From an optimization exercise on the open Yosys and OpenROAD flow, aimed at small area, a short achievable clock period and few clock cycles per item; shortcuts taken in it are not production practice.
Only simulation tests tie the RTL to the original design; equivalence was not proved.

--- run.sh ---
#!/bin/bash
# synth_recipe.tcl (not shown) runs the flow's synth.tcl, then flattens the netlist and writes it again
# the make line also repeats each setting of config.mk as NAME=value (left out here)
make -C /OpenROAD-flow-scripts/flow DESIGN_CONFIG=/design/flow/config.mk WORK_HOME=/design/flow/orfs CLKGATE_MAP_FILE= SYNTH_SCRIPT=/design/flow/synth_recipe.tcl finish
--- design.v ---
module seq_index (
    input  wire        clk,
    input  wire        rst,
    input  wire        in_valid,
    output wire        in_ready,
    input  wire [31:0] in_block,
    input  wire [31:0] in_num,
    input  wire [31:0] in_den,
    input  wire [12:0] in_len,
    output wire        out_valid,
    input  wire        out_ready,
    output wire [11:0] out_index
);
    localparam K = 2;                  
    localparam [16:0] F1 = 17'd22050;
    localparam [16:0] F2 = 17'd44100;
    reg         rdy;                   
    reg         ov;                    
    reg  [11:0] oidx;
    reg         busy1;                 
    reg  [5:0]  pos;                   
    reg         started;               
    reg  [31:0] scan;                  
    reg  [14:0] c1, r1;
    reg  [31:0] c2, r2;                
    reg  [11:0] c3, M;
    reg  [31:0] den;
    reg  [12:0] len;
    reg         t2v, t2st, t2ph, t2sw, t2fin;
    reg  [K-1:0] t2b;
    reg  [2*K-1:0] t2d;
    reg         t3v, t3st, t3ph, t3sw, t3fin;
    reg  [K-1:0] t3b;
    reg  [2*K-1:0] t3d;
    wire stall = t3v & t3fin & ov;
    wire adv   = ~stall;
    wire        ph1     = pos[5];
    wire [4:0]  ppos    = pos[4:0];
    wire        z16     = (scan[31:16] == 16'd0);
    wire        z8      = (scan[31:24] == 8'd0);
    wire        can16   = ~started & z16 & (ppos <= 5'd16);
    wire        can8    = ~started & z8  & (ppos <= 5'd24);
    wire        skip    = can16 | can8;
    wire [5:0]  inc     = can16 ? 6'd16 : can8 ? 6'd8 : K;
    wire [5:0]  pos_n   = pos + inc;
    wire        sw1     = (pos_n[5] != pos[5]) | (pos_n == 6'd0);   
    wire        fin1    = sw1 & ph1;
    reg  [14:0] s1r;
    reg  [2*K-1:0] s1d;
    integer i;
    reg  [16:0] x1;
    always @* begin
        s1r = r1;
        for (i = 0; i < K; i = i + 1) begin
            x1 = {1'b0, s1r, 1'b0} + (scan[31-i] ? {2'b0, c1} : 17'd0);
            if (x1 >= F2) begin
                s1r = x1 - F2; s1d[2*(K-1-i) +: 2] = 2'd2;
            end else if (x1 >= F1) begin
                s1r = x1 - F1; s1d[2*(K-1-i) +: 2] = 2'd1;
            end else begin
                s1r = x1[14:0]; s1d[2*(K-1-i) +: 2] = 2'd0;
            end
        end
    end
    reg  [31:0] s2r;
    reg  [2*K-1:0] s2d;
    reg  [33:0] x2, y2a, y2b;
    always @* begin
        s2r = r2;
        for (i = 0; i < K; i = i + 1) begin
            x2  = {1'b0, s2r, 1'b0} + ((t2b[K-1-i] & t2ph) ? {2'b0, c2} : 34'd0)
                  + {32'd0, t2d[2*(K-1-i) +: 2]};
            y2a = x2 - {2'b0, den};
            y2b = x2 - {1'b0, den, 1'b0};
            if (!y2b[33]) begin
                s2r = y2b[31:0]; s2d[2*(K-1-i) +: 2] = 2'd2;
            end else if (!y2a[33]) begin
                s2r = y2a[31:0]; s2d[2*(K-1-i) +: 2] = 2'd1;
            end else begin
                s2r = x2[31:0]; s2d[2*(K-1-i) +: 2] = 2'd0;
            end
        end
    end
    reg  [11:0] s3r;
    reg  [14:0] x3, y3a, y3b;
    always @* begin
        s3r = M;
        for (i = 0; i < K; i = i + 1) begin
            x3  = {2'b0, s3r, 1'b0} + ((t3b[K-1-i] & t3ph) ? {3'b0, c3} : 15'd0)
                  + {13'd0, t3d[2*(K-1-i) +: 2]};
            y3a = x3 - {2'b0, len};
            y3b = x3 - {1'b0, len, 1'b0};
            if (!y3b[14])      s3r = y3b[11:0];
            else if (!y3a[14]) s3r = y3a[11:0];
            else               s3r = x3[11:0];
        end
    end
    wire [14:0] r1_n = t1st ? s1r : r1;
    wire        t1st = ~skip;
    wire [31:0] r2_n = t2st ? s2r : r2;
    wire [11:0] M_n  = t3st ? s3r : M;
    always @(posedge clk) begin
        if (rst) begin
            rdy   <= 1'b1;
            ov    <= 1'b0;
            busy1 <= 1'b0;
            t2v   <= 1'b0;
            t3v   <= 1'b0;
        end else begin
            rdy <= rdy_n;
            if (ov & out_ready) ov <= 1'b0;
            if (adv & t3v & t3fin) begin
                ov   <= 1'b1;
                oidx <= M_n;
            end
            if (adv) begin
                if (t3v) begin
                    M <= M_n;
                    if (t3sw & ~t3fin) begin
                        c3 <= M_n;
                        M  <= 12'd0;
                    end
                end
                t3v   <= t2v;
                t3st  <= t2st;
                t3ph  <= t2ph;
                t3sw  <= t2sw;
                t3fin <= t2fin;
                t3b   <= t2b;
                t3d   <= s2d;
                if (t2v) begin
                    r2 <= r2_n;
                    if (t2sw & ~t2fin) begin
                        c2 <= r2_n;
                        r2 <= 32'd0;
                    end
                end
                t2v   <= busy1;
                t2st  <= t1st;
                t2ph  <= ph1;
                t2sw  <= sw1;
                t2fin <= fin1;
                t2b   <= scan[31:32-K];
                t2d   <= s1d;
                if (busy1) begin
                    pos  <= pos_n;
                    scan <= can16 ? {scan[15:0], 16'd0} :
                            can8  ? {scan[23:0], 8'd0} :
                                    {scan[31-K:0], {K{1'b0}}};
                    r1   <= r1_n;
                    if (~skip) started <= 1'b1;
                    if (sw1) begin
                        started <= 1'b0;
                        c1      <= r1_n;
                        r1      <= 15'd0;
                        scan    <= c2;
                    end
                    if (fin1) busy1 <= 1'b0;
                end
            end
            if (rdy) begin
                busy1   <= in_valid;
                pos     <= 6'd0;
                started <= 1'b0;
                scan    <= in_num;
                c2      <= in_block;
                c1      <= 15'd907;
                r1      <= 15'd0;
                r2      <= 32'd0;
                M       <= 12'd0;
                den     <= in_den;
                len     <= in_len;
            end
        end
    end
    wire busy1_n = rdy ? in_valid : (busy1 & ~(adv & fin1));
    wire t2v_n   = adv ? busy1 & ~rdy : t2v;
    wire t3v_n   = adv ? t2v : t3v;
    wire t3fin_n = adv ? t2fin : t3fin;
    wire ov_n    = (adv & t3v & t3fin) | (ov & ~out_ready);
    wire rdy_n   = ~busy1_n & ~t2v_n & (~t3v_n | (t3fin_n & ~ov_n));
    assign in_ready  = rdy;
    assign out_valid = ov;
    assign out_index = oidx;
endmodule
--- config.mk ---
export PLATFORM = sky130hd
export DESIGN_NAME = seq_index
export DESIGN_NICKNAME = seq_index
export VERILOG_FILES = /design/flow/design.v
export SDC_FILE = /design/flow/constraint.sdc
export NUM_CORES = 4
export LEC_CHECK = 0
export CAP_MARGIN = 20
export CORE_MARGIN = 2
export CORE_UTILIZATION = 40
export SLEW_MARGIN = 20
--- constraint.sdc ---
create_clock -name core_clock -period 16.0 [get_ports {clk}]
set_input_delay 3.2000 -clock core_clock [delete_from_list [all_inputs] [get_ports {clk}]]
set_output_delay 3.2000 -clock core_clock [all_outputs]
set_load 0.01 [all_outputs]
==> results.txt <==
cell usage after synthesis (29+ instances only):
cell and count:
a211oi_1 29, a21o_1 98, a21oi_1 279, a31oi_1 51, and2_1 53, and3_1 116
clkbuf_1 86, edfxtp_1 233, ha_1 394, inv_1 188, mux2i_1 63, nand2_1 260
nand2b_1 44, nand3_1 72, nor2_1 244, nor2b_1 57, nor3_1 86, o21a_1 42
o21ai_0 226, o21bai_1 47, o31ai_1 29, xnor2_1 162, xor2_1 79
state kept, by name, summed over array words and instances (netlist names), 2 cells and up:
| signal | count |
|---|---|
| oidx | 12 |
| c2 | 32 |
| scan | 32 |
| len | 13 |
| den | 32 |
| t2d | 4 |
| r1 | 15 |
| r2 | 32 |
| c1 | 15 |
| pos | 5 |
| c3 | 12 |
| t3b | 2 |
| t3d | 4 |
| t2b | 2 |
| M | 12 |
critical path, delay by kind of cell (launching register included):
kind | cells | cell delay (ns)
compound gates | 25 | 5.39
xor+xnor | 4 | 1.53
simple gates | 16 | 2.64
fa+ha+maj | 7 | 2.53
buf+inv | 2 | 0.72
mux | 3 | 0.67
flops | 1 | 1.02
cells in the final DEF (no fill, tap or decap), types with 63 or more instances in the layout:
cell type / instances
mux2i_1: 63
and3_1: 116
inv_1: 187
a21oi_1: 279
o21ai_0: 226
xnor2_1: 160
a21o_1: 98
nor2_1: 241
ha_1: 394
nand3_1: 72
nand2_1: 259
xor2_1: 78
clkdlybuf4s50_1: 126
nor3_1: 84
edfxtp_1: 233
metal layers:
metal	wire, µm	share of wire	global-route usage	vias up
li1	-	-	-	12300
met5	0	0	0	-
met4	1910	0.022	0.0504	0
met3	4630	0.054	0.0230	91
met1	41800	0.49	0.345	11700
met2	36900	0.43	0.361	653
per-stage QoR:
step / utilization / hold WS (ns) / worst slack (ns) / area (µm²)
final: 0.454 / 0.446 / 1.14 / 31200
after global routing: 0.454 / 0.484 / 0.0456 / 31200
after CTS: 0.453 / 0.450 / 1.25 / 31200
after detailed placement: 0.438 / 0.436 / 1.33 / 30200
after global placement: 0.438 / 0.423 / 1.56 / 30200
after floorplan: - / 0.418 / 3.76 / 27900
layout make-up:
cell class,instances,area [µm²]
Inverter,192,721
Clock buffer,34,787
Clock inverter,19,250
Antenna cell,1,2.50
Tap cell,931,1160
Timing Repair Buffer,156,1490
Sequential cell,238,7100
Multi-Input combinational cell,2754,19700
Fill cell,6822,37600
how the worst max path moves through the flow:
| stage | startpoint | endpoint | slack (ns) | depth (start not counted) |
|---|---|---|---|---|
| after floorplan | t2ph$_DFFE_PP_ | c2[12]$_DFFE_PP_ | 3.76 | 60 |
| after global placement | t2b[1]$_DFFE_PP_ | c2[1]$_DFFE_PP_ | 1.56 | 57 |
| after detailed placement | t2b[1]$_DFFE_PP_ | c2[7]$_DFFE_PP_ | 1.33 | 57 |
| after CTS | t2b[1]$_DFFE_PP_ | c2[7]$_DFFE_PP_ | 1.25 | 57 |
| after global routing | t2b[1]$_DFFE_PP_ | c2[7]$_DFFE_PP_ | 0.05 | 57 |
| final | t2b[1]$_DFFE_PP_ | c2[7]$_DFFE_PP_ | 1.14 | 57 |
logic make-up after synthesis:
family,share of synthesized area
simple gates,0.177
fa+ha+maj,0.190
flops,0.255
mux,0.0255
compound gates,0.234
xor+xnor,0.0775
buf+inv,0.0415
==> impl_metrics.tcl <==
set metrics [dict create \
    setup_tns_ns 0 \
    cp_max_fo 40 \
    timing.rr.start "t2b[1]$_DFFE_PP_" \
    grt_pass1_vias 23400 \
    cts_buffers 31 \
    worst_r2r_endpoint "c2[7]$_DFFE_PP_" \
    gp_congestion 0.935 \
    max-slew-margin-rel 0.318 \
    yosysTopAreaCell "edfxtp_1" \
    synth.cell_area_mm2 0.0279 \
    htreeDepth 1 \
    synth_edf_count 233 \
    avgSynthCellArea_um2 8.47 \
    clk_path_buf_depth 3 \
    grt_pass1_wl_um 131000 \
    synth_warnings 1 \
    ys.flop_type "edfxtp_1" \
    grt_antenna_before_repair 0 \
    portBuffers 126 \
    stdcell_count 4325 \
    rsz0062_at_grt "no" \
    clkLatencyLatePin_ns 0.61 \
    rows 96 \
    synth_top_area_frac 0.251 \
    core_mm2 0.0688 \
    cts-root-buf "clkbuf_16" \
    fmax_mhz 67.3 \
    drc 0 \
    crit_arrival_ns 15.19 \
    netlist_instances 3290 \
    status "timing/DRC/antenna clean" \
    die_width_um 268 \
    die_area_mm2 0.0718 \
    slowest_stage "edfxtp_1" \
    fp.dieH_um 268 \
    layout-drive-gt1-share 0.0424 \
    first_iter_violations 2079 \
    fin_skew_ns 0.0144 \
    hold_viol_final 0 \
    cts_hold_buf 0 \
    min_from "t2sw$_DFFE_PP_" \
    cts_tree "done" \
    maxCapViolations 0 \
    drv_slew 0 \
    yosysSeqAreaShare 0.255 \
    grt_max_degree 70 \
    yosysUniqueCellTypes 97 \
    min_period_ns 14.86 \
    synth_seq_cells 238 \
    cpMostUsedCell "a21oi_1" \
    cts-resized-gates 0 \
    area_delta_synth_final_pct 12.0 \
    whs_path_depth 0 \
    synthArstFlopShare 0 \
    min_path_type "reg -> reg" \
    clk_pin_slew_ns 0.06 \
    min_to "t3sw$_DFFE_PP_" \
    io_pins 127 \
    track_usage 0.232 \
    ys_top_cells_by_area "edfxtp_1, ha_1, xnor2_1" \
    synthesis.nets 3815 \
    wl_per_cell_um 19.7 \
    cp-end-kind "flop" \
    worstRegToRegCells 57 \
    vias 24700 \
    nets 3898 \
    cp-start-kind "flop" \
    dp_hpwl_um 67700 \
    worstPathRequired_ns 16.33 \
    ant_nets 0 \
    place_inst 4270 \
    cpPeakStageDelay_ns 1.02 \
    setup_viol 0 \
    worst_slew_pin_slew_ns 1.02 \
    timing.final.crit_share 0.929 \
    overflow 0 \
    crit_type "reg -> reg" \
    post_cts.repair.setup_buffers 0 \
    cts_num_sinks 238 \
    r2r_slack_ns 1.14 \
    vias_per_cell 5.72 \
    drt-pass1-iter-count 6 \
    routed_wl_um 85200 \
    start_util 0.405 \
]
Testbench counts, summed over its fixed seeds: cycles 83,315, items 3,200.

[static timing again, ports no longer ideal]
In the flow no input, the clock included, has a driving cell. The finished layout below was timed again as built, in two steps.
Step 1, drivers: a clkbuf_16 drives clk and a buf_2 each remaining input, both assumed.
Step 2 adds t to the input delays and takes it off the output delays; t is the mean of the earliest and latest rising clock arrival at the registers after step 1. Input paths then give back, and output paths get back, about the clock's delay inside the block.
a / b / c = no drivers / after step 1 / after step 2; a / b = the first two.
t (ns): 0.667
setup WS [ns]: 1.139 / 1.139 / 1.139
hold slack, ns: 0.446 / 0.446 / 0.446
latest minus earliest clock arrival (ns): 0.016 / 0.016
worst data-port slew with drivers (ns): 0.05
After both steps this run still meets setup and hold. The setup slack of this run moves by 0.000 ns with the drivers and by 0.000 ns with both steps.
